Background: an optimization exercise with open tools, aiming at small area, a short achievable clock period and few clock cycles. Do not read the settings as production practice.
Only simulation tests tie the RTL to the original design; equivalence was not proved.
Power and IR drop assume default switching activity.

==> flow/constraint.sdc <==
create_clock -name core_clock -period 16.0 [get_ports {clk}]
set_input_delay 3.2000 -clock core_clock [delete_from_list [all_inputs] [get_ports {clk}]]
set_output_delay 3.2000 -clock core_clock [all_outputs]
set_load 0.01 [all_outputs]
==> flow/flow/run.sh <==
#!/bin/bash
set -euo pipefail
bash standard.sh SETUP_SLACK_MARGIN=11.5 \
  "BUFFER_PORTS_ARGS=-buffer_cell sky130_fd_sc_hd__buf_4" finish > flow_make.log 2>&1
==> flow/standard.sh <==
#!/bin/bash
# synth_recipe.tcl (not shown) runs the flow's synth.tcl, then flattens the netlist and writes it again
# the make line also repeats each setting of config.mk as NAME=value (left out here)
make -C /OpenROAD-flow-scripts/flow DESIGN_CONFIG=/design/flow/config.mk WORK_HOME=/design/flow/orfs CLKGATE_MAP_FILE= SYNTH_SCRIPT=/design/flow/synth_recipe.tcl "${@:-finish}"
==> flow/config.mk <==
export PLATFORM = sky130hd
export DESIGN_NAME = evm_core
export DESIGN_NICKNAME = evm_core
export VERILOG_FILES = /design/flow/design.v
export SDC_FILE = /design/flow/constraint.sdc
export NUM_CORES = 8
export LEC_CHECK = 0
export ABC_AREA = 1
export CAP_MARGIN = 40
export CORE_MARGIN = 2
export CORE_UTILIZATION = 50
export CTS_CLUSTER_DIAMETER = 100
export CTS_CLUSTER_SIZE = 20
export PLACE_DENSITY = 0.65
export SETUP_SLACK_MARGIN = 0.5
export SLEW_MARGIN = 20
export TNS_END_PERCENT = 0
==> flow/design.v <==
module evm_core (
    input  wire        clk,
    input  wire        rst,           
    input  wire [63:0] prog_len,      
    output wire        imem_req,
    output wire [63:0] imem_addr,
    input  wire        imem_ready,
    input  wire [63:0] imem_rdata,
    output reg         out_valid,
    output reg  [7:0]  out_byte,
    output reg  [1:0]  status,        
    output reg  [2:0]  cause,
    output wire [63:0] fault_pc,
    output reg  [63:0] fault_info
);
    localparam OP_PUSH = 5'd0,  OP_DUP = 5'd1,  OP_SWAP = 5'd2,  OP_ADD = 5'd3;
    localparam OP_SUB = 5'd4,   OP_MULTU = 5'd5, OP_GT = 5'd6,   OP_LT = 5'd7;
    localparam OP_EQ = 5'd8,    OP_GE = 5'd9,   OP_LE = 5'd10,   OP_READ8 = 5'd11;
    localparam OP_READ64 = 5'd12, OP_WRITE8 = 5'd13, OP_WRITE64 = 5'd14;
    localparam OP_PRINTU = 5'd15, OP_PUTS = 5'd16, OP_CALL = 5'd17, OP_RET = 5'd18;
    localparam OP_JP = 5'd19, OP_JPC = 5'd20, OP_JR = 5'd21, OP_JRC = 5'd22;
    localparam OP_HALT = 5'd23;
    localparam C_FETCH_OOB = 3'd1, C_ILLEGAL = 3'd2, C_OS_UNDER = 3'd3;
    localparam C_CS_UNDER = 3'd4, C_MEM_OOB = 3'd5, C_OS_OVER = 3'd6, C_CS_OVER = 3'd7;
    localparam NA = 14;             
    localparam PQ = 2;              
    integer i, j, k;
    reg        init1;
    wire       init = init1;
    reg [63:0] fpc;         
    reg        fvalid;      
    reg        recheck;     
    reg        miss;        
    reg [63:0] ir;          
    reg        ir_hi;       
    reg        irv;         
    reg        rd_hold;     
    reg        mode;        
    reg        pdup;        
    reg        stopped;     
    reg        stop_fault;
    reg [63:0] T, N;        
    reg        tv, nv;
    reg        nnz;         
    reg [3:0]  at;          
    reg [NA:0] at1;         
    wire [4:0] depth;       
    reg [64*NA-1:0] A;
    reg [64*8-1:0] CS;
    reg [7:0]  csv;         
    reg [3:0]  csp;
    reg [1023:0] M;
    reg        mbusy;
    reg [63:0] mc;
    reg [15:0] mcnt;        
    reg        mo1, mt1, mn1, mo0, mt0, mn0;    
    reg [64*PQ-1:0] pqv;
    reg [1:0]  pq_r, pq_w;
    reg [2:0]  pq_n;
    reg        cbusy, cdone;
    reg [63:0] cbin;
    reg [79:0] cbcd;
    reg [2:0]  cidx;
    reg [7:0]  cbyte;       
    reg        qv;
    reg [2:0]  qahead;
    reg [7:0]  qptr, qend, qlen;
    reg        ebusy, emode;    
    reg [79:0] ebuf;
    reg [4:0]  eidx;
    reg [7:0]  eptr, eend, erem;
    assign imem_req   = fvalid;
    assign imem_addr  = fpc;
    assign fault_pc = fpc;
    wire [4:0] op      = ir[4:0];
    wire       illegal = ir_hi | (ir[4] & ir[3]);
    wire       ex      = irv & ~stopped & ~init;
    wire       immc    = ex &  mode;
    wire       a_nz    = ~at1[0];
    wire       d_ge1   = tv | a_nz;
    wire       d_ge2   = nv | (tv & a_nz) | (at[3:1] != 3'd0);
    wire       d_full  = nv & at1[NA];
    assign     depth   = {1'b0, at} + {4'd0, tv} + {4'd0, nv};
    wire [15:0] db1 = nv ? {at1, 1'b0} : tv ? {1'b0, at1} : {2'b00, at1[NA:1]};
    wire [15:0] n1  = 16'd1 << ir[3:0];
    reg  [NA-1:0] psel;
    always @* begin
        for (i = 0; i < NA; i = i + 1) begin
            if (immc) begin
                psel[i] = 1'b0;
                for (j = 0; j < 16; j = j + 1)
                    if (i + j < 16) psel[i] = psel[i] | (db1[i + j] & n1[j]);
            end else begin
                psel[i] = at1[i + 1];
            end
        end
    end
    reg  [63:0] pv;
    always @* begin
        pv = 64'd0;
        for (i = 0; i < NA; i = i + 1)
            pv = pv | (A[64*i +: 64] & {64{psel[i]}});
    end
    wire [2:0] csp_m1 = csp[2:0] - 3'd1;
    reg  [63:0] cs_top;
    always @* begin
        cs_top = 64'd0;
        for (i = 0; i < 8; i = i + 1)
            if (csp_m1 == i) cs_top = CS[64*i +: 64];
    end
    function [64:0] fadd;
        input [63:0] a, b;
        input        ci;
        reg   [63:0] g, p, G, P, Gn, Pn;
        integer l, q, blk;
        begin
            g = a & b; p = a ^ b;
            G = g; P = p;
            for (l = 0; l < 6; l = l + 1) begin
                Gn = G; Pn = P;
                for (q = 0; q < 64; q = q + 1)
                    if (q & (1 << l)) begin
                        blk = ((q >> l) << l) - 1;
                        Gn[q] = G[q] | (P[q] & G[blk]);
                        Pn[q] = P[q] & P[blk];
                    end
                G = Gn; P = Pn;
            end
            fadd[0] = p[0] ^ ci;
            for (q = 1; q < 64; q = q + 1)
                fadd[q] = p[q] ^ (G[q-1] | (P[q-1] & ci));
            fadd[64] = G[63] | (P[63] & ci);
        end
    endfunction
    function ltu;
        input [63:0] a, b;
        reg   [63:0] G, P;
        integer l, q, w;
        begin
            G = a & ~b; P = ~(a ^ b);      
            w = 64;
            for (l = 0; l < 6; l = l + 1) begin
                w = w / 2;
                for (q = 0; q < 32; q = q + 1)
                    if (q < w) begin
                        G[q] = G[2*q+1] | (P[2*q+1] & G[2*q]);
                        P[q] = P[2*q+1] & P[2*q];
                    end
            end
            ltu = ~(G[0] | P[0]);          
        end
    endfunction
    wire        is_add  = (op == OP_ADD);
    wire        is_jrel = (op == OP_JR) | (op == OP_JRC);
    wire [63:0] x1 = mo1 ? mc : mt1 ? {mc[62:0], 1'b0} : 64'd0;
    wire [63:0] x0 = mo0 ? mc : mt0 ? {mc[62:0], 1'b0} : 64'd0;
    wire [63:0] p1 = {(mn1 ? ~x1[61:0] : x1[61:0]), 2'b00};
    wire [63:0] p0 = mn0 ? ~x0 : x0;
    wire [63:0] pb = {T[59:0], 1'b0, mn1, 1'b0, mn0};
    wire [63:0] cs_s = pb ^ p1 ^ p0;
    wire [63:0] cs_c = {((pb[62:0] & p1[62:0]) | (pb[62:0] & p0[62:0]) | (p1[62:0] & p0[62:0])), 1'b0};
    wire [63:0] msum = fadd(cs_s, cs_c, 1'b0);
    wire [63:0] ax   = is_jrel ? fpc : N;
    wire [63:0] ay   = (is_add | is_jrel) ? T : ~T;
    wire        acin = ~is_add & ~is_jrel;
    wire [64:0] asum = fadd(ax, ay, acin);
    wire        nborrow = asum[64];           
    wire        eqab    = (N == T);
    reg         cmp;
    always @* begin
        case (op)
        OP_GT:   cmp = ~nborrow;              
        OP_LT:   cmp = nborrow & ~eqab;       
        OP_EQ:   cmp = eqab;
        OP_GE:   cmp = ~nborrow | eqab;       
        default: cmp = nborrow;               
        endcase
    end
    wire        use_sum = (op == OP_ADD) | (op == OP_SUB);
    function [14:0] nthermo;
        input [63:0] x;
        integer q;
        begin
            nthermo[14] = |x[63:59];
            for (q = 13; q >= 0; q = q - 1)
                nthermo[q] = nthermo[q+1] | (|x[4*q+3 +: 4]);
        end
    endfunction
    wire [14:0] th_t = nthermo(T);
    wire [14:0] th_n = nthermo(N);
    wire       mswap = |(th_n & ~th_t);    
    wire       mzero = (~th_t[0] & ~|T[2:0]) | (~th_n[0] & ~|N[2:0]);    
    wire [15:0] oh_t = {th_t[14], th_t[13:0] & ~th_t[14:1], ~th_t[0]};
    wire [15:0] oh_n = {th_n[14], th_n[13:0] & ~th_n[14:1], ~th_n[0]};
    function [4:0] wsel;
        input [63:0] x;
        input [15:0] oh;
        integer q;
        reg   [64:0] xe;
        begin
            xe = {x, 1'b0};
            wsel = 5'd0;
            for (q = 0; q < 16; q = q + 1)
                wsel = wsel | (xe[4*q +: 5] & {5{oh[q]}});
        end
    endfunction
    wire [15:0] mnext = mbusy ? {1'b0, mcnt[15:1]} : mswap ? oh_t : oh_n;
    wire [4:0] mw    = (~mbusy & mswap) ? wsel(T, oh_t) : wsel(N, mnext);
    wire       e_rd   = rd_hold;         
    wire [6:0] raddr  = rd_hold ? T[6:0] : eptr[6:0];
    reg  [63:0] rdata;     
    reg  [7:0]  bank_o [0:7];
    wire [15:0] rdec  = 16'd1 << raddr[6:3];
    wire [15:0] rdec1 = {rdec[14:0], rdec[15]};        
    reg  [15:0] rsel;
    always @* begin
        for (k = 0; k < 8; k = k + 1) begin
            rsel = (k < raddr[2:0]) ? rdec1 : rdec;
            bank_o[k] = 8'd0;
            for (j = 0; j < 16; j = j + 1)
                bank_o[k] = bank_o[k] | (M[8*(8*j + k) +: 8] & {8{rsel[j]}});
        end
        for (k = 0; k < 8; k = k + 1)
            rdata[8*k +: 8] = bank_o[(k + raddr[2:0]) & 7];
    end
    wire [6:0] waddr = T[6:0];
    reg  [63:0] wdat;      
    reg  [3:0]  wrow [0:7];
    always @* begin
        for (k = 0; k < 8; k = k + 1) begin
            wdat[8*k +: 8] = N[8*((k - waddr[2:0]) & 7) +: 8];
            wrow[k] = waddr[6:3] + ((k < waddr[2:0]) ? 4'd1 : 4'd0);
        end
    end
    wire hi7    = |T[63:7];
    wire oob1   = hi7;
    wire oob8   = hi7 | (T[6:0] > 7'd120);
    wire oobm   = (op == OP_READ8 || op == OP_WRITE8) ? oob1 : oob8;
    wire [8:0] pend9 = {1'b0, N[7:0]} + {1'b0, T[7:0]};
    wire oobp   = (|T[63:8]) | (|N[63:8]) | (pend9 > 9'd128);
    wire [7:0] wend8 = {1'b0, waddr} + 8'd8;
    wire [7:0] wend1 = {1'b0, waddr} + 8'd1;
    wire hz_e8 = ({1'b0, waddr} < eend) & (wend8 > eptr);
    wire hz_e1 = ({1'b0, waddr} < eend) & (wend1 > eptr);
    wire hz_q8 = ({1'b0, waddr} < qend) & (wend8 > qptr);
    wire hz_q1 = ({1'b0, waddr} < qend) & (wend1 > qptr);
    wire hz_e  = ebusy & emode & ((op == OP_WRITE64) ? hz_e8 : hz_e1);
    wire hz_q  = qv & ((op == OP_WRITE64) ? hz_q8 : hz_q1);
    wire out_idle = ~ebusy & ~cbusy & ~qv & (pq_n == 3'd0);
    wire e_fin    = ebusy & (emode ? (~e_rd & (erem == 8'd1)) : (eidx == 5'd0));
    wire e_free   = ~ebusy | e_fin;
    wire e_take_q = e_free & qv & (qahead == 3'd0);
    wire e_take_c = e_free & ~e_take_q & cbusy & cdone;
    wire conv_free = ~cbusy | e_take_c;
    wire [63:0] pq_head = pqv[64*pq_r +: 64];
    reg        take;         
    reg [3:0]  tsel;         
    localparam TS_HOLD = 4'd0, TS_IR = 4'd1, TS_PV = 4'd2, TS_SUM = 4'd3, TS_CMP = 4'd4,
               TS_MEM = 4'd5, TS_ZERO = 4'd6, TS_N = 4'd7, TS_MUL = 4'd8;
    reg [1:0]  nsel;         
    localparam NS_HOLD = 2'd0, NS_T = 2'd1, NS_PV = 2'd2;
    reg        tv_n, nv_n;
    reg        at_inc, at_dec;
    reg        a_we;         
    reg        mode_n, pdup_n;
    reg        redir, redir_rel;
    reg        cs_push, cs_pop;
    reg        m_we;
    reg        c_load, q_load;
    reg        halt_now;
    reg        m_start;
    reg        refill;
    reg        pushv;        
    reg        pop1, pop2;
    always @* begin
        take = 1'b0;
        tsel = TS_HOLD; nsel = NS_HOLD; tv_n = tv; nv_n = nv; at_inc = 1'b0; at_dec = 1'b0;
        a_we = 1'b0; mode_n = mode; pdup_n = pdup; redir = 1'b0; redir_rel = 1'b0;
        cs_push = 1'b0; cs_pop = 1'b0; m_we = 1'b0; c_load = 1'b0; q_load = 1'b0;
        halt_now = 1'b0; m_start = 1'b0; refill = 1'b0; pushv = 1'b0; pop1 = 1'b0; pop2 = 1'b0;
        if (stopped || init) begin
        end else if (mbusy) begin
            tsel = TS_MUL;
            if (mcnt[0]) begin
                take = 1'b1;
                if (a_nz) begin nsel = NS_PV; at_dec = 1'b1; end
                else nv_n = 1'b0;
            end
        end else if (!irv) begin
            refill = 1'b1;
        end else if (mode) begin
            take = 1'b1; mode_n = 1'b0; pushv = 1'b1;
            if (!pdup)                       tsel = TS_IR;
            else if (ir[3:0] == 4'd0 && tv)  tsel = TS_HOLD;
            else if (ir[3:0] == 4'd1 && nv)  tsel = TS_N;
            else                             tsel = TS_PV;
        end else begin
            case (op)
            OP_PUSH, OP_DUP: begin
                take = 1'b1; mode_n = 1'b1; pdup_n = (op == OP_DUP);
                refill = 1'b1;
            end
            OP_SWAP, OP_ADD, OP_SUB, OP_MULTU, OP_GT, OP_LT, OP_EQ, OP_GE, OP_LE,
            OP_WRITE8, OP_WRITE64, OP_PUTS, OP_JPC, OP_JRC: begin
                if (!nv) begin
                    refill = 1'b1;
                end else begin
                    case (op)
                    OP_SWAP: begin
                        take = 1'b1; tsel = TS_N; nsel = NS_T;
                    end
                    OP_MULTU: begin
                        tsel = TS_ZERO;
                        if (mzero) begin
                            take = 1'b1;
                            if (a_nz) begin nsel = NS_PV; at_dec = 1'b1; end
                            else nv_n = 1'b0;
                        end else begin
                            m_start = 1'b1;
                            if (mswap) nsel = NS_T;
                        end
                    end
                    OP_WRITE8, OP_WRITE64: begin
                        if (!hz_e && !hz_q) begin
                            take = 1'b1; m_we = 1'b1; pop2 = 1'b1;
                        end
                    end
                    OP_PUTS: begin
                        if (!qv) begin
                            take = 1'b1; q_load = (T[7:0] != 8'd0) & ~illegal & ~oobp; pop2 = 1'b1;
                        end
                    end
                    OP_JPC, OP_JRC: begin
                        take = 1'b1; pop2 = 1'b1;
                        if (nnz) begin
                            redir = 1'b1; redir_rel = (op == OP_JRC);
                        end
                    end
                    default: begin  
                        take = 1'b1;
                        tsel = use_sum ? TS_SUM : TS_CMP;
                        if (a_nz) begin nsel = NS_PV; at_dec = 1'b1; end
                        else nv_n = 1'b0;
                    end
                    endcase
                end
            end
            OP_READ8, OP_READ64, OP_PRINTU, OP_CALL, OP_JP, OP_JR: begin
                if (!tv) begin
                    refill = 1'b1;
                end else begin
                    case (op)
                    OP_READ8, OP_READ64: begin
                        take = 1'b1; tsel = TS_MEM;
                    end
                    OP_PRINTU: begin
                        if (pq_n != PQ) begin
                            take = 1'b1; c_load = ~illegal; pop1 = 1'b1;
                        end
                    end
                    OP_CALL: begin
                        take = 1'b1; cs_push = 1'b1; pop1 = 1'b1; redir = 1'b1;
                    end
                    OP_JP: begin
                        take = 1'b1; pop1 = 1'b1; redir = 1'b1;
                    end
                    default: begin  
                        take = 1'b1; pop1 = 1'b1; redir = 1'b1; redir_rel = 1'b1;
                    end
                    endcase
                end
            end
            OP_RET: begin
                take = 1'b1; cs_pop = 1'b1; redir = 1'b1;
            end
            default: begin  
                if (out_idle) halt_now = ~illegal;
            end
            endcase
        end
        if (pushv) begin
            if (nv) begin a_we = 1'b1; at_inc = 1'b1; end
            if (tv) begin nsel = NS_T; nv_n = 1'b1; end
            tv_n = 1'b1;
        end
        if (pop1) begin
            if (nv) begin
                tsel = TS_N;
                if (a_nz) begin nsel = NS_PV; at_dec = 1'b1; end
                else nv_n = 1'b0;
            end else if (a_nz) begin
                tsel = TS_PV; at_dec = 1'b1;
            end else begin
                tv_n = 1'b0;
            end
        end
        if (pop2) begin
            nv_n = 1'b0;
            if (a_nz) begin tsel = TS_PV; at_dec = 1'b1; end
            else tv_n = 1'b0;
        end
        if (refill && a_nz && !nv) begin
            at_dec = 1'b1;
            if (!tv) begin tsel = TS_PV; tv_n = 1'b1; end
            else     begin nsel = NS_PV; nv_n = 1'b1; end
        end
    end
    reg  [127:0] mem_en;
    always @* begin
        for (k = 0; k < 128; k = k + 1)
            mem_en[k] = init1 | (m_we && !oobm && wrow[k % 8] == (k / 8) &&
                                 (op == OP_WRITE64 || (k % 8) == waddr[2:0]));
    end
    wire [63:0] mem_d = wdat & {64{~init1}};
    reg        fault;
    reg [2:0]  f_cause;
    always @* begin
        fault = 1'b0; f_cause = C_OS_UNDER;
        if (stopped || init || mbusy) begin
        end else if (!irv) begin
            if (!mode && !fvalid && !recheck && !miss) begin
                fault = 1'b1; f_cause = C_FETCH_OOB;
            end
        end else if (mode) begin
            if (pdup) begin
                if (ir_hi || (ir[4:0] >= depth)) begin
                    fault = 1'b1; f_cause = C_OS_UNDER;
                end else if (d_full) begin
                    fault = 1'b1; f_cause = C_OS_OVER;
                end
            end
        end else if (illegal) begin
            fault = 1'b1; f_cause = C_ILLEGAL;
        end else begin
            case (op)
            OP_PUSH, OP_DUP: begin
                if (!fvalid) begin
                    fault = 1'b1; f_cause = C_FETCH_OOB;
                end else if (op == OP_PUSH && d_full) begin
                    fault = 1'b1; f_cause = C_OS_OVER;
                end
            end
            OP_SWAP, OP_ADD, OP_SUB, OP_MULTU, OP_GT, OP_LT, OP_EQ, OP_GE, OP_LE,
            OP_JPC, OP_JRC: begin
                if (!d_ge2) fault = 1'b1;
            end
            OP_WRITE8, OP_WRITE64: begin
                if (!d_ge2) fault = 1'b1;
                else begin
                    if (nv && oobm) begin fault = 1'b1; f_cause = C_MEM_OOB; end
                end
            end
            OP_PUTS: begin
                if (!d_ge2) fault = 1'b1;
                else begin
                    if (nv && oobp) begin fault = 1'b1; f_cause = C_MEM_OOB; end
                end
            end
            OP_READ8, OP_READ64: begin
                if (!d_ge1) fault = 1'b1;
                else begin
                    if (tv && oobm) begin fault = 1'b1; f_cause = C_MEM_OOB; end
                end
            end
            OP_PRINTU, OP_JP, OP_JR: begin
                if (!d_ge1) fault = 1'b1;
            end
            OP_CALL: begin
                if (!d_ge1) fault = 1'b1;
                else if (csp == 4'd8) begin
                    fault = 1'b1; f_cause = C_CS_OVER;
                end
            end
            OP_RET: begin
                if (csp == 4'd0) begin
                    fault = 1'b1; f_cause = C_CS_UNDER;
                end
            end
            default: ;
            endcase
        end
    end
    wire [63:0] t_early = ({64{tsel == TS_IR}}   & ir) |
                          ({64{tsel == TS_PV}}   & pv) |
                          ({64{tsel == TS_N}}    & N)  |
                          ({64{tsel == TS_HOLD}} & T)  |
                          {63'd0, (tsel == TS_CMP) & cmp};
    wire [63:0] t_next  = t_early |
                          ({64{tsel == TS_SUM}} & asum[63:0]) |
                          ({64{tsel == TS_MUL}} & msum) |
                          ({64{tsel == TS_MEM}} & {(op == OP_READ8) ? 56'd0 : rdata[63:8], rdata[7:0]});
    reg [1:0]  f_pcsel;      
    reg [2:0]  f_info;       
    always @* begin
        f_pcsel = 2'd1; f_info = 3'd0;
        if (!irv) begin
            f_pcsel = 2'd0; f_info = 3'd1;
        end else if (mode) begin
            f_pcsel = 2'd2;
        end else if (illegal) begin
            f_info = 3'd2;
        end else begin
            case (op)
            OP_PUSH, OP_DUP:       f_info = fvalid ? 3'd0 : 3'd1;
            OP_WRITE8, OP_WRITE64: f_info = d_ge2 ? 3'd3 : 3'd0;
            OP_PUTS:               f_info = d_ge2 ? 3'd4 : 3'd0;
            OP_READ8, OP_READ64:   f_info = d_ge1 ? 3'd3 : 3'd0;
            default: ;
            endcase
        end
    end
    wire [63:0] fpc_inc = fpc + 64'd1;
    wire [63:0] plen_m1 = prog_len - 64'd1;     
    wire [63:0] fpc_m1  = fpc - 64'd1;
    wire [63:0] fpc_m2  = fpc - 64'd2;
    wire        ir_free = ~irv | take;
    wire        is_ret  = (op == OP_RET);
    wire [63:0] rtgt    = redir_rel ? asum[63:0] : is_ret ? cs_top : T;
    wire [63:0] cmp_in  = recheck ? fpc : T;
    wire        in_rng  = is_ret & ~recheck ? csv[csp_m1] : ltu(cmp_in, prog_len);
    wire c_from_q  = conv_free & (pq_n != 3'd0);
    wire c_from_t  = conv_free & (pq_n == 3'd0) & c_load;
    wire pq_push   = c_load & ~c_from_t;
    wire [63:0] cin = c_from_q ? pq_head : T;
    function [10:0] topbyte;
        input [63:0] x;
        integer q;
        begin
            topbyte = {3'd0, x[7:0]};
            for (q = 1; q < 8; q = q + 1)
                if (|x[8*q +: 8]) topbyte = {q[2:0], x[8*q +: 8]};
        end
    endfunction
    wire [10:0] tb_q = topbyte(pq_head);
    wire [10:0] tb_t = topbyte(T);
    wire [10:0] tbsel = c_from_q ? tb_q : tb_t;
    reg [4:0] tdig;
    always @* begin
        tdig = 5'd0;
        for (i = 0; i < 20; i = i + 1)
            if (|cbcd[4*i +: 4]) tdig = i;
    end
    function [79:0] dd8;
        input [79:0] b;
        input [7:0]  by;
        integer s, q;
        reg [79:0] t, u;
        reg d3, d2, d1, d0;
        begin
            t = b;
            for (s = 7; s >= 0; s = s - 1) begin
                for (q = 0; q < 20; q = q + 1) begin
                    {d3, d2, d1, d0} = t[4*q +: 4];
                    u[4*q + 3] = d3 | (d2 & d1) | (d2 & d0);
                    u[4*q + 2] = (d2 & ~d1 & ~d0) | (d3 & d0);
                    u[4*q + 1] = (~d2 & d1) | (d2 & d1 & d0) | (d3 & ~d0);
                    u[4*q + 0] = (~d3 & ~d2 & d0) | (d2 & d1 & ~d0) | (d3 & ~d0);
                end
                t = {u[78:0], by[s]};
            end
            dd8 = t;
        end
    endfunction
    wire       tv_f  = tv_n;
    wire       nv_f  = nv_n;
    wire [3:0] at_f  = at + {3'd0, at_inc} - {3'd0, at_dec};
    always @(posedge clk) begin
        init1 <= rst;
        if (rst) begin
            fvalid <= 1'b0; irv <= 1'b0; miss <= 1'b0; recheck <= 1'b0; rd_hold <= 1'b0;
        end else if (init1) begin
            fvalid <= (prog_len != 64'd0);
        end else if (fault || halt_now) begin
            fvalid <= 1'b0; irv <= 1'b0; miss <= 1'b0; recheck <= 1'b0; rd_hold <= 1'b0;
        end else if (redir) begin
            fvalid <= redir_rel ? 1'b0 : in_rng;
            recheck <= redir_rel;
            irv <= 1'b0; miss <= 1'b0; rd_hold <= 1'b0;
        end else if (miss) begin
            fvalid <= 1'b1; miss <= 1'b0;
            if (ir_free) begin irv <= 1'b0; rd_hold <= 1'b0; end
        end else if (recheck) begin
            fvalid <= in_rng; recheck <= 1'b0;
            if (ir_free) begin irv <= 1'b0; rd_hold <= 1'b0; end
        end else if (ir_free) begin
            irv <= fvalid & imem_ready & ~stopped;
            rd_hold <= fvalid & imem_ready & ~stopped & ~mode_n &
                       (imem_rdata[4:0] == OP_READ8 || imem_rdata[4:0] == OP_READ64);
            if (fvalid && !stopped) begin
                fvalid <= (fpc != plen_m1);
                miss <= ~imem_ready;
            end
        end
        if (init1)
            fpc <= 64'd0;
        else if (fault)
            fpc <= (f_pcsel == 2'd0) ? fpc : (f_pcsel == 2'd2) ? fpc_m2 : fpc_m1;
        else if (halt_now)
            ;
        else if (redir)
            fpc <= rtgt;
        else if (miss)
            fpc <= fpc_m1;
        else if (!recheck && ir_free && fvalid && !stopped)
            fpc <= fpc_inc;
        if (ir_free) begin
            ir     <= imem_rdata;
            ir_hi  <= |imem_rdata[63:5];
        end
        if (rst)
            status <= 2'd0;
        else if (!init1) begin
            if (halt_now) status <= 2'd1;
            if ((fault || (stopped && stop_fault)) && out_idle) status <= 2'd2;
        end
        if (init1) begin
            mode <= 1'b0; pdup <= 1'b0; stopped <= 1'b0; stop_fault <= 1'b0;
            tv <= 1'b0; nv <= 1'b0; at <= 4'd0; at1 <= 1;
            csp <= 4'd0; mbusy <= 1'b0;
        end else begin
            mode <= mode_n; pdup <= pdup_n; tv <= tv_f; nv <= nv_f; at <= at_f;
            if (at_inc && !at_dec) at1 <= {at1[NA-1:0], 1'b0};
            if (at_dec && !at_inc) at1 <= {1'b0, at1[NA:1]};
            if (fault) begin
                stopped <= 1'b1; stop_fault <= 1'b1;
            end
            if (halt_now) stopped <= 1'b1;
            if (cs_push) csp <= csp + 4'd1;
            if (cs_pop)  csp <= csp - 4'd1;
            if (m_start) mbusy <= 1'b1;
            else if (mbusy && mcnt[0]) mbusy <= 1'b0;
        end
        cause <= ({3{fault}} & f_cause) | ({3{~fault & ~init1}} & cause);
        if (fault) begin
            case (f_info)
            3'd1: fault_info <= fpc;
            3'd2: fault_info <= ir;
            3'd3: fault_info <= T;
            3'd4: fault_info <= N;
            default: fault_info <= 64'd0;
            endcase
        end
        T <= t_next;
        N   <= ({64{nsel == NS_T}} & T) | ({64{nsel == NS_PV}} & pv) | ({64{nsel == NS_HOLD}} & N);
        nnz <= ((nsel == NS_T) & (|T)) | ((nsel == NS_PV) & (|pv)) | ((nsel == NS_HOLD) & nnz);
        if (a_we)
            for (i = 0; i < NA; i = i + 1)
                if (at1[i]) A[64*i +: 64] <= N;
        if (cs_push)
            for (i = 0; i < 8; i = i + 1)
                if (csp[2:0] == i) begin
                    CS[64*i +: 64] <= fpc;
                    csv[i] <= fvalid;
                end
        if (m_start) mc <= mswap ? N : T;
        if (m_start || mbusy) begin
            mcnt <= mnext;
            mo1 <= mw[3] ^ mw[2];
            mt1 <= (mw[4] & ~mw[3] & ~mw[2]) | (~mw[4] & mw[3] & mw[2]);
            mn1 <= mw[4] & ~(mw[3] & mw[2]);
            mo0 <= mw[1] ^ mw[0];
            mt0 <= (mw[2] & ~mw[1] & ~mw[0]) | (~mw[2] & mw[1] & mw[0]);
            mn0 <= mw[2] & ~(mw[1] & mw[0]);
        end
        for (i = 0; i < 128; i = i + 1)
            if (mem_en[i]) M[8*i +: 8] <= mem_d[8*(i % 8) +: 8];
        if (pq_push) pqv[64*pq_w +: 64] <= T;
        if (init1) begin
            pq_r <= 2'd0; pq_w <= 2'd0; pq_n <= 3'd0;
        end else begin
            if (pq_push)
                pq_w <= (pq_w == PQ - 1) ? 2'd0 : pq_w + 2'd1;
            if (c_from_q)
                pq_r <= (pq_r == PQ - 1) ? 2'd0 : pq_r + 2'd1;
            pq_n <= pq_n + {2'd0, pq_push} - {2'd0, c_from_q};
        end
        if (init1) begin
            cbusy <= 1'b0; cdone <= 1'b0;
        end else if (c_from_q || c_from_t) begin
            cbusy <= 1'b1; cdone <= 1'b0;
        end else begin
            if (cbusy && !cdone && cidx == 3'd0) cdone <= 1'b1;
            if (e_take_c) cbusy <= 1'b0;
        end
        if (c_from_q || c_from_t) begin
            cbin <= cin; cidx <= tbsel[10:8]; cbyte <= tbsel[7:0];
        end else if (cbusy && !cdone) begin
            cidx <= cidx - 3'd1; cbyte <= cbin[8*(cidx - 3'd1) +: 8];
        end
        if (c_from_q || c_from_t || (cbusy && !cdone))
            cbcd <= dd8(cbcd, cbyte) & {80{~(c_from_q | c_from_t)}};
        if (init1) begin
            qv <= 1'b0; qahead <= 3'd0;
        end else if (q_load) begin
            qv <= 1'b1;
            qahead <= {2'd0, cbusy} + pq_n - {2'd0, e_take_c};
        end else begin
            if (e_take_q) qv <= 1'b0;
            if (e_take_c && qahead != 3'd0) qahead <= qahead - 3'd1;
        end
        if (q_load) begin
            qptr <= N[7:0]; qend <= pend9[7:0]; qlen <= T[7:0];
        end
        if (rst) begin
            out_valid <= 1'b0;
        end else if (init1) begin
            ebusy <= 1'b0; out_valid <= 1'b0;
        end else begin
            out_valid <= ebusy & (~emode | ~e_rd);
            if (e_take_q || e_take_c) ebusy <= 1'b1;
            else if (e_fin)           ebusy <= 1'b0;
        end
        out_byte <= emode ? rdata[7:0] : {4'h3, ebuf[4*eidx +: 4]};
        if (ebusy && !emode) begin
            eidx     <= eidx - 5'd1;
        end else if (ebusy && emode && !e_rd) begin
            eptr     <= eptr + 8'd1;
            erem     <= erem - 8'd1;
        end
        if (e_take_q) begin
            emode <= 1'b1; eptr <= qptr; eend <= qend; erem <= qlen;
        end else if (e_take_c) begin
            emode <= 1'b0; ebuf <= cbcd; eidx <= tdig;
        end
    end
endmodule
==> out/metrics.cfg, run 1 <==
[pwr]
ir_worst_vdd_mv = 0.5062
power.density_nw_per_um2 = 217.0
intPower_mw = 21.82
seq_power_share_pct = 26.3
p_leak_nw = 83.57
p_sw_mw = 22.87
comb_power_share_pct = 60.7
netSwitchingFraction_pct = 51.17
pwr-share-clk_pct = 13.0

[layout]
final_util_pct = 56.21
final_layout_size_suffix_gt1_share_pct = 10.77
mostFrequentLayoutCell = nand2_1
nFillCells = 32667
final_nets = 22112
syn_to_final_growth_pct = 11.77
layout_common_cells = 5681 x nand2_1, 3067 x edfxtp_1, 2070 x nor2_1, 1750 x inv_1, 1262 x nand3_1

[worst_setup_path]
critPathArrivalTime_ps = 6380
path_max_fanout = 59
crit_required_ps = 16910
cp_num_buf_inv = 8
cp_common_cell = nand2_1
criticalPathCategory = register to register
crit_path_end_kind = register
startpoint_type = register
slowest_stage = nand4_1
cp_top_family = simple AND/OR/NAND/NOR gates
max_stage_delay_ps = 400

[placement]
port_buffers = 337
place_congestion = 1.085
hpwl_um = 613000

[hold_path]
hold_class = register to register

[yosys]
syn_area_per_cell_um2 = 8.753
yosys_warnings = 3
ys.flop_type = edfxtp_1
netlist_top_cells_area = edfxtp_1 50%, nand2_1 12%, nor2_1 4.5%
synth.cell_area_um2 = 184200
syn-instance-count = 21050
synth_area_leader_cell = edfxtp_1
synth-edff-count = 3067
ys_ff_latch = 3329
async_flop_share_pct = 0
ys_types = 92
synth_top_area_share_pct = 49.99
seq_area_frac_synth_pct = 52.83
synth.net_count = 21582

[global_route]
gr-usage-all-layers_pct = 44.65
antenna_found_initial = 108
grt_pass1_wl_um = 1179000
grt_pass1_vias = 152731
gr-total-overflow = 0
grt_max_degree = 135

[sta]
finalCritPeriodShare_pct = 34.18
slew_viol_final = 0
max_freq_ghz = 0.1829
fin_crit_ps = 5469
tightest_slew_ps = 1105
timing.slew.headroom_pct = 25.84
finalSetupTns_ps = 0
hold_viol = 0
rsz0062_at_grt = yes
setup_viol = 0
skew_ps = 88.02

[drt]
totalWireLength_um = 854900
drc = 0
vias_per_cell = 6.320
vias = 168101
wl_per_cell_um = 32.14
drt-initial-drc-count = 24944
ant_nets = 0
drt-pass1-iter-count = 10

[clock_tree]
cts_root_buf = clkbuf_16
cts.sink_count = 3329
cts_hold_buf = 0
path_clk_slew_ps = 80
numCtsBuffers = 210
htree_levels = 4
cts_tree = yes
worst_skew_pair.late_latency_ps = 1030
cts.path.max_buffers = 4

[floorplan]
start_util_pct = 50.29
die_width_um = 611.0
pin_count = 338
die_area_um2 = 373400
rows = 222
die_y_um = 611.0
core_um2 = 366400

[outcome]
status = finished clean

[job]
drv_cap = 0

## power by group through the flow
stage / Combinational (mW) / Sequential, mW / Clock [mW]
CTS: 26.6 / 11.7 / 5.79
global placement: 25.5 / 11.9 / 0
detailed placement: 26.4 / 11.9 / 0
floorplan: 19.2 / 11.8 / 0
global route: 30.5 / 11.8 / 6.04
finish: 27.1 / 11.8 / 5.79
## per-stage QoR
step | hold WS [ps] | area (µm²) | setup slack [ps] | power, mW | instances
2_1_floorplan | 426.4 | 184300 | 9575 | 31.00 | 21050
3_3_place_gp | 415.5 | 193700 | 8440 | 37.42 | 25852
3_5_place_dp | 425.7 | 195900 | 8489 | 38.30 | 26031
4_1_cts | 448.5 | 204300 | 10830 | 44.11 | 26451
5_1_grt | 469.3 | 205800 | 10600 | 48.33 | 26534
6_report | 445.0 | 205900 | 10530 | 44.68 | 26599
## Yosys cell counts (all sizes together), types with 14 or more instances
master,instances
nand2,5759
edfxtp,3067
nor2,2284
inv,1907
o21ai,1427
nand3,1347
a21oi,761
clkbuf,609
xor2,498
nand4,389
o22ai,383
buf,350
ha,332
dfxtp,262
nor3,251
o211ai,201
a22o,141
nor4,90
o32ai,83
o31ai,71
o221ai,70
fa,69
a221o,64
clkinv,62
a211oi,56
or2,56
xnor2,56
a221oi,54
nand3b,52
a22oi,42
and3,34
o21bai,25
a31oi,24
o2111ai,24
o211a,20
o21a,14
## registers in the layout, summed over array words and instances, names as in the netlist, 16 cells and up
name and flops:
A 896, CS 512, M 1024, N 64, T 64, cbcd 80, cbin 64, ebuf 80
fault_info 64, fpc 64, ir 64, mc 64, mcnt 16, pqv 128
## worst paths after layout
| kind | from | to | slack [ps] | cells past startpoint |
|---|---|---|---|---|
| worst max-delay path | T[43]$_DFF_P_ | fpc[35]$_SDFFE_PP0P_ | 10530 | 26 |
| worst min-delay path | fpc[37]$_SDFFE_PP0P_ | CS[485]$_DFFE_PP_ | 440 | 0 |
| worst max register to register | T[43]$_DFF_P_ | fpc[35]$_SDFFE_PP0P_ | 10530 | 26 |
| worst min register to register | fpc[37]$_SDFFE_PP0P_ | CS[485]$_DFFE_PP_ | 440 | 0 |
## layout make-up
class                      instances  area (µm²)  area share (%)
sequential                      3329       97400           47.30
clock inverter                    51       833.3          0.4047
tap                             4816        6026           2.926
timing repair inverter             1       8.758        0.004253
clock buffer                     297        5654           2.746
inverter                        1969        7565           3.673
antenna                           67       167.7         0.08142
timing repair buffer            1269       11130           5.406
multi-input combinational      14800       77140           37.46
## cell families after synthesis
family          synth area share [%]
simple gates                   23.39
compound gates                 11.75
xor+xnor                       2.658
fa+ha+maj                      3.004
mux                          0.01087
buf+inv                        6.353
flops                          52.83
## routing by layer
layer	share of wire [%]	GRT usage, %	wire length, µm	up-vias
met4	8.6	31.61	73260	48
met3	12	13.08	105400	2770
met1	37	57.04	316900	80608
met2	42	64.92	358900	11455
met5	0.047	0.1937	403	-
li1	-	-	-	73220
## what timing repair did
action,CTS,global route
setup buffers,65,43
pin swaps,57,43
gates cloned,7,3
endpoints found under the setup margin,2368,1791
gates resized for setup,349,128
## worst register-to-register path, cell delays in order, from the launching register on
cell,delay [ps]
dfxtp_1,330
clkinv_2,240
buf_4,340
nand3_1,360
inv_2,230
nand2_2,100
nor2_2,190
inv_2,130
nor2_4,190
inv_2,90
nor2_4,300
nand4_1,400
nor2_1,230
nand2_1,120
nand2_1,120
nand2_1,60
nand2_1,110
nand3_4,210
nand2_8,220
o21ai_1,100
inv_2,90
buf_8,340
nand2_8,240
buf_12,280
nand2_1,160
nand2_1,80
nor2_1,110
Testbench counts, summed over its fixed seeds: cycles 35,453.
==> run 2: changes to the inputs <==
--- a/flow/design.v
+++ b/flow/design.v
@@ -10,7 +10,7 @@
     output reg  [7:0]  out_byte,
     output reg  [1:0]  status,        
     output reg  [2:0]  cause,
-    output wire [63:0] fault_pc,
+    output reg  [63:0] fault_pc,
     output reg  [63:0] fault_info
 );
     localparam OP_PUSH = 5'd0,  OP_DUP = 5'd1,  OP_SWAP = 5'd2,  OP_ADD = 5'd3;
@@ -71,7 +71,6 @@
     reg [7:0]  eptr, eend, erem;
     assign imem_req   = fvalid;
     assign imem_addr  = fpc;
-    assign fault_pc = fpc;
     wire [4:0] op      = ir[4:0];
     wire       illegal = ir_hi | (ir[4] & ir[3]);
     wire       ex      = irv & ~stopped & ~init;
@@ -593,10 +592,6 @@
         end
         if (init1)
             fpc <= 64'd0;
-        else if (fault)
-            fpc <= (f_pcsel == 2'd0) ? fpc : (f_pcsel == 2'd2) ? fpc_m2 : fpc_m1;
-        else if (halt_now)
-            ;
         else if (redir)
             fpc <= rtgt;
         else if (miss)
@@ -630,6 +625,8 @@
             if (m_start) mbusy <= 1'b1;
             else if (mbusy && mcnt[0]) mbusy <= 1'b0;
         end
+        fault_pc <= ({64{fault}} & ((f_pcsel == 2'd0) ? fpc : (f_pcsel == 2'd2) ? fpc_m2 : fpc_m1)) |
+                    ({64{~fault & ~init1}} & fault_pc);
         cause <= ({3{fault}} & f_cause) | ({3{~fault & ~init1}} & cause);
         if (fault) begin
             case (f_info)
==> run 2 against run 1 <==
Compared with the run above: still clean on timing, DRC and antenna; cell count rose by 0.70%; worst setup slack worse by 41 ps; via count is 1.9% higher; maximum frequency down 0.75%; clock power decreased by 2%; register-to-register slack got worse by 40 ps; global-route usage grew 1.5 points; synthesized cell count barely moved; non-clock buffer count grew 13; synthesized area is 0.53% higher; critical path type unchanged; largest cell class unchanged; largest power group unchanged.
==> out/metrics.cfg, run 2 <==
[pwr]
p_sw_mw = 21.90  ; -4.2%
seq_power_share_pct = 27.4  ; +1.1 points
ir_worst_vdd_mv = 0.4767  ; -5.8%
pwr-share-clk_pct = 13.1  ; about the same
comb_power_share_pct = 59.5  ; -1.2 points
intPower_mw = 21.52  ; -1.4%
finalPower_mw = 43.42  ; -2.8%
p_leak_nw = 83.37  ; -0.23%
netSwitchingFraction_pct = 50.44  ; -0.73 points
power.density_nw_per_um2 = 208.7  ; -3.8%

[job]
drv_cap = 0  ; unchanged

[worst_setup_path]
cp_top_family = simple AND/OR/NAND/NOR gates
r2r_end = N[59]$_DFF_P_
rr_worst_depth = 15  ; -42%
critPathArrivalTime_ps = 6420  ; +40 ps
crit_path_end_kind = register
criticalPathCategory = register to register
path_max_fanout = 42  ; -29%
reg2reg_slack_ps = 10490  ; -40 ps
slowest_stage = buf_4
crit_start = ir[1]$_DFFE_PP_
crit_chain = inv_2, nand2_1, nor2_1, nand2_4, nand2_4, nor3_2, nand3b_2, nand2_1, nor2_1, inv_1, o31ai_4, buf_4, buf_4, nand2_1, nand3_1
path_depth = 15  ; -42%
crit_required_ps = 16920  ; about the same
cp_common_cell = nand2_1
startpoint_type = register
endpoint = N[59]$_DFF_P_
cp_num_buf_inv = 4  ; -4
rr_startpoint = ir[1]$_DFFE_PP_
max_stage_delay_ps = 830  ; +430 ps

[sta]
rsz0062_at_grt = yes
hold_viol = 0  ; unchanged
slew_viol_final = 0  ; unchanged
hold_ws_ps = 454.0  ; +8.982 ps
finalSetupTns_ps = 0  ; unchanged
tightest_slew_ps = 1077  ; -27.68 ps
layout_setup_ws_ps = 10490  ; -41.20 ps
timing.slew.headroom_pct = 27.42  ; +1.6 points
skew_ps = 107.0  ; +18.99 ps
fin_crit_ps = 5510  ; +41.20 ps
finalCritPeriodShare_pct = 34.44  ; +0.26 points
max_freq_ghz = 0.1815  ; -0.75%
setup_viol = 0  ; unchanged

[yosys]
seq_area_frac_synth_pct = 53.25  ; +0.41 points
netlist_top_cells_area = edfxtp_1 50%, nand2_1 11%, nor2_1 4.4%
ys_types = 92  ; unchanged
syn_area_per_cell_um2 = 8.794  ; +0.47%
synth_area_leader_cell = edfxtp_1
synth.cell_area_um2 = 185200  ; +0.53%
yosys_warnings = 3  ; unchanged
yosys.cell_count.top_type = nand2_1
async_flop_share_pct = 0  ; unchanged
ys.flop_type = edfxtp_1
synth_top_area_share_pct = 49.72  ; -0.26 points
synth-edff-count = 3067  ; unchanged
synth.net_count = 21597  ; +0.070%
ys_ff_latch = 3393  ; +1.9%
synthTopCellsByCount = 5601 x nand2_1, 3067 x edfxtp_1, 2179 x nor2_1
syn-instance-count = 21063  ; +0.062%

[global_route]
gr-total-overflow = 0  ; unchanged
grt_pass1_wl_um = 1212000  ; +2.8%
antenna_found_initial = 95  ; -12%
gr-usage-all-layers_pct = 46.15  ; +1.5 points
grt_max_degree = 129  ; -4.4%
grt_pass1_vias = 153998  ; +0.83%

[layout]
mostFrequentLayoutCell = nand2_1
largest_registers = M (1024), A (896), CS (512)
final_nets = 22162  ; +0.23%
final_layout_size_suffix_gt1_share_pct = 11.05  ; +0.28 points
nFillCells = 32993  ; +1.0%
largest-register = M
layout_common_cells = 5550 x nand2_1, 3067 x edfxtp_1, 2049 x nor2_1, 1830 x inv_1, 1302 x nand3_1
largest_reg_flops = 1024  ; unchanged
syn_to_final_growth_pct = 12.32

[floorplan]
pin_count = 338  ; unchanged
die_y_um = 612.6  ; +0.26%
rows = 223  ; +0.45%
die_width_um = 612.6  ; +0.26%
core_um2 = 368900  ; +0.68%
die_area_um2 = 375300  ; +0.52%
start_util_pct = 50.21  ; -0.075 points

[drt]
ant_nets = 0  ; unchanged
drt-pass1-iter-count = 9  ; -1
totalWireLength_um = 892100  ; +4.4%
drt-initial-drc-count = 28233  ; +13%
vias_per_cell = 6.395  ; +1.2%
wl_per_cell_um = 33.31  ; +3.6%
drc = 0  ; unchanged
vias = 171274  ; +1.9%

[clock_tree]
path_clk_slew_ps = 100  ; +20 ps
htree_levels = 4  ; unchanged
cts_tree = yes
cts.path.max_buffers = 4  ; unchanged
cts_root_buf = clkbuf_16
cts_hold_buf = 0  ; unchanged
worst_skew_pair.late_latency_ps = 1040  ; about the same
cts.sink_count = 3393  ; +1.9%
numCtsBuffers = 206  ; -1.9%

[placement]
hpwl_um = 644400  ; +5.1%
port_buffers = 337  ; unchanged
place_ws_ps = 8993  ; +504.3 ps
place_congestion = 1.146  ; +5.6%

[hold_path]
hold_class = register to register

[outcome]
status = finished clean

## run 2: cell count changes in the layout (fill, tap and decap cells not counted), sizes merged, moves of 62 or more
| cell | before | now |
|---|---|---|
| nor3 | 251 | 427 |
| nand2 | 5763 | 5628 |
| a21oi | 761 | 664 |
| inv | 1922 | 2011 |
| o2111ai | 24 | 102 |
| o311ai | 5 | 77 |
| o22ai | 383 | 316 |
| dfxtp | 262 | 326 |
| a221o | 64 | 2 |
## run 2: what timing repair did
action / 4_1_cts / 5_1_grt
pin swaps: 52 / 62
hold endpoints to repair: 0 / 0
setup buffers: 75 / 48
resized for setup: 384 / 186
gates cloned: 11 / 5
setup endpoints to repair: 3049 / 2472
## run 2: worst min-delay path by stage
stage | start | to | slack, ps | cells after the start
2_1_floorplan | qend[1]$_DFFE_PP_ | eend[1]$_DFFE_PP_ | 430 | 0
3_3_place_gp | qend[0]$_DFFE_PP_ | eend[0]$_DFFE_PP_ | 430 | 0
3_5_place_dp | qend[5]$_DFFE_PP_ | eend[5]$_DFFE_PP_ | 440 | 0
4_1_cts | qend[1]$_DFFE_PP_ | eend[1]$_DFFE_PP_ | 460 | 0
5_1_grt | qend[1]$_DFFE_PP_ | eend[1]$_DFFE_PP_ | 470 | 0
6_report | qend[0]$_DFFE_PP_ | eend[0]$_DFFE_PP_ | 450 | 0
## run 2: cell families (layout without fill, tap and decap cells)
group,count (synthesis),in the layout,share of synthesized area (%)
xor+xnor,555,555,2.639
mux,5,5,0.02702
fa+ha+maj,403,403,3.002
flops,3393,3393,53.25
compound gates,3443,3443,11.57
simple gates,10265,10271,23.26
other cells,0,67,0
buf+inv,2999,3697,6.257
## run 2: power by group through the flow
stage / clock (mW) / combinational [mW] / sequential, mW
2_1_floorplan: 0 / 18.2 / 11.9
3_3_place_gp: 0 / 24.0 / 12.1
3_5_place_dp: 0 / 24.9 / 12.1
4_1_cts: 5.68 / 25.2 / 11.9
5_1_grt: 5.95 / 28.9 / 12.0
6_report: 5.70 / 25.8 / 11.9
## run 2: cell type report
type | count | area (µm²) | area share (%)
Timing Repair inverter | 2 | 10.01 | 0.004811
Multi-Input combinational cell | 14677 | 77390 | 37.20
Timing Repair Buffer | 1282 | 11400 | 5.482
Antenna cell | 67 | 167.7 | 0.08059
Tap cell | 4950 | 6193 | 2.977
Clock buffer | 307 | 5587 | 2.685
Clock inverter | 40 | 655.6 | 0.3151
Sequential cell | 3393 | 98690 | 47.44
Inverter | 2066 | 7940 | 3.817
## run 2: per-layer routing
metal  global-route usage [%]  routed length [µm]
met5                   0.2196                 432
met4                    32.76               77280
met3                    14.34              119900
met2                    66.34              369100
met1                    59.03              325400
## run 2: through the flow
| step | util, % | std cells | instance area (µm²) |
|---|---|---|---|
| finish | 56.40 | 26784 | 208000 |
| global route | 56.36 | 26721 | 207900 |
| CTS | 55.88 | 26621 | 206100 |
| detailed placement | 53.52 | 26188 | 197400 |
| global placement | 53.03 | 26053 | 195600 |
| floorplan | - | 21063 | 185300 |
## run 2: worst reg2reg max path, stage by stage (launching register included)
cell      delay [ps]
edfxtp_1         510
inv_2             80
nand2_1          120
nor2_1           430
nand2_4          320
nand2_4          390
nor3_2           160
nand3b_2         190
nand2_1          110
nor2_1           480
inv_1            430
o31ai_4          320
buf_4            480
buf_4            850
nand2_1          350
nand3_1          170
Testbench counts of run 2, summed over its fixed seeds: cycles 35,453.

[separate check: timing with driven ports]
No port has a modelled driver above. Below, the same layouts with a new extraction and two added sets of constraints. Step 1 (the two cells are an assumption about what drives the block):
set clk [get_ports {clk}]
set_driving_cell -lib_cell sky130_fd_sc_hd__clkbuf_16 $clk
set_driving_cell -lib_cell sky130_fd_sc_hd__buf_2 [delete_from_list [all_inputs] $clk]
Step 2 also shifts input and output timing later by t, the mid clock arrival at the registers, as if the neighbouring blocks saw the same clock. a / b / c = no drivers / after step 1 / after step 2; a / b = the first two.
| run | t (ns) | setup slack, ns | worst setup path after step 2 | latest minus earliest clock arrival (ns) | worst data-port slew with drivers (ns) |
|---|---|---|---|---|---|
| run 1 | 1.121 | 10.531 / 10.531 / 9.684 | input to register | 0.097 / 0.097 | 0.16 |
| run 2 | 1.114 | 10.490 / 10.490 / 9.793 | input to register | 0.109 / 0.108 | 0.13 |
After both steps every run listed still meets setup and hold. For run 1, which loses most, drivers alone change the setup slack by 0.000 ns; drivers and shift together by -0.847 ns.
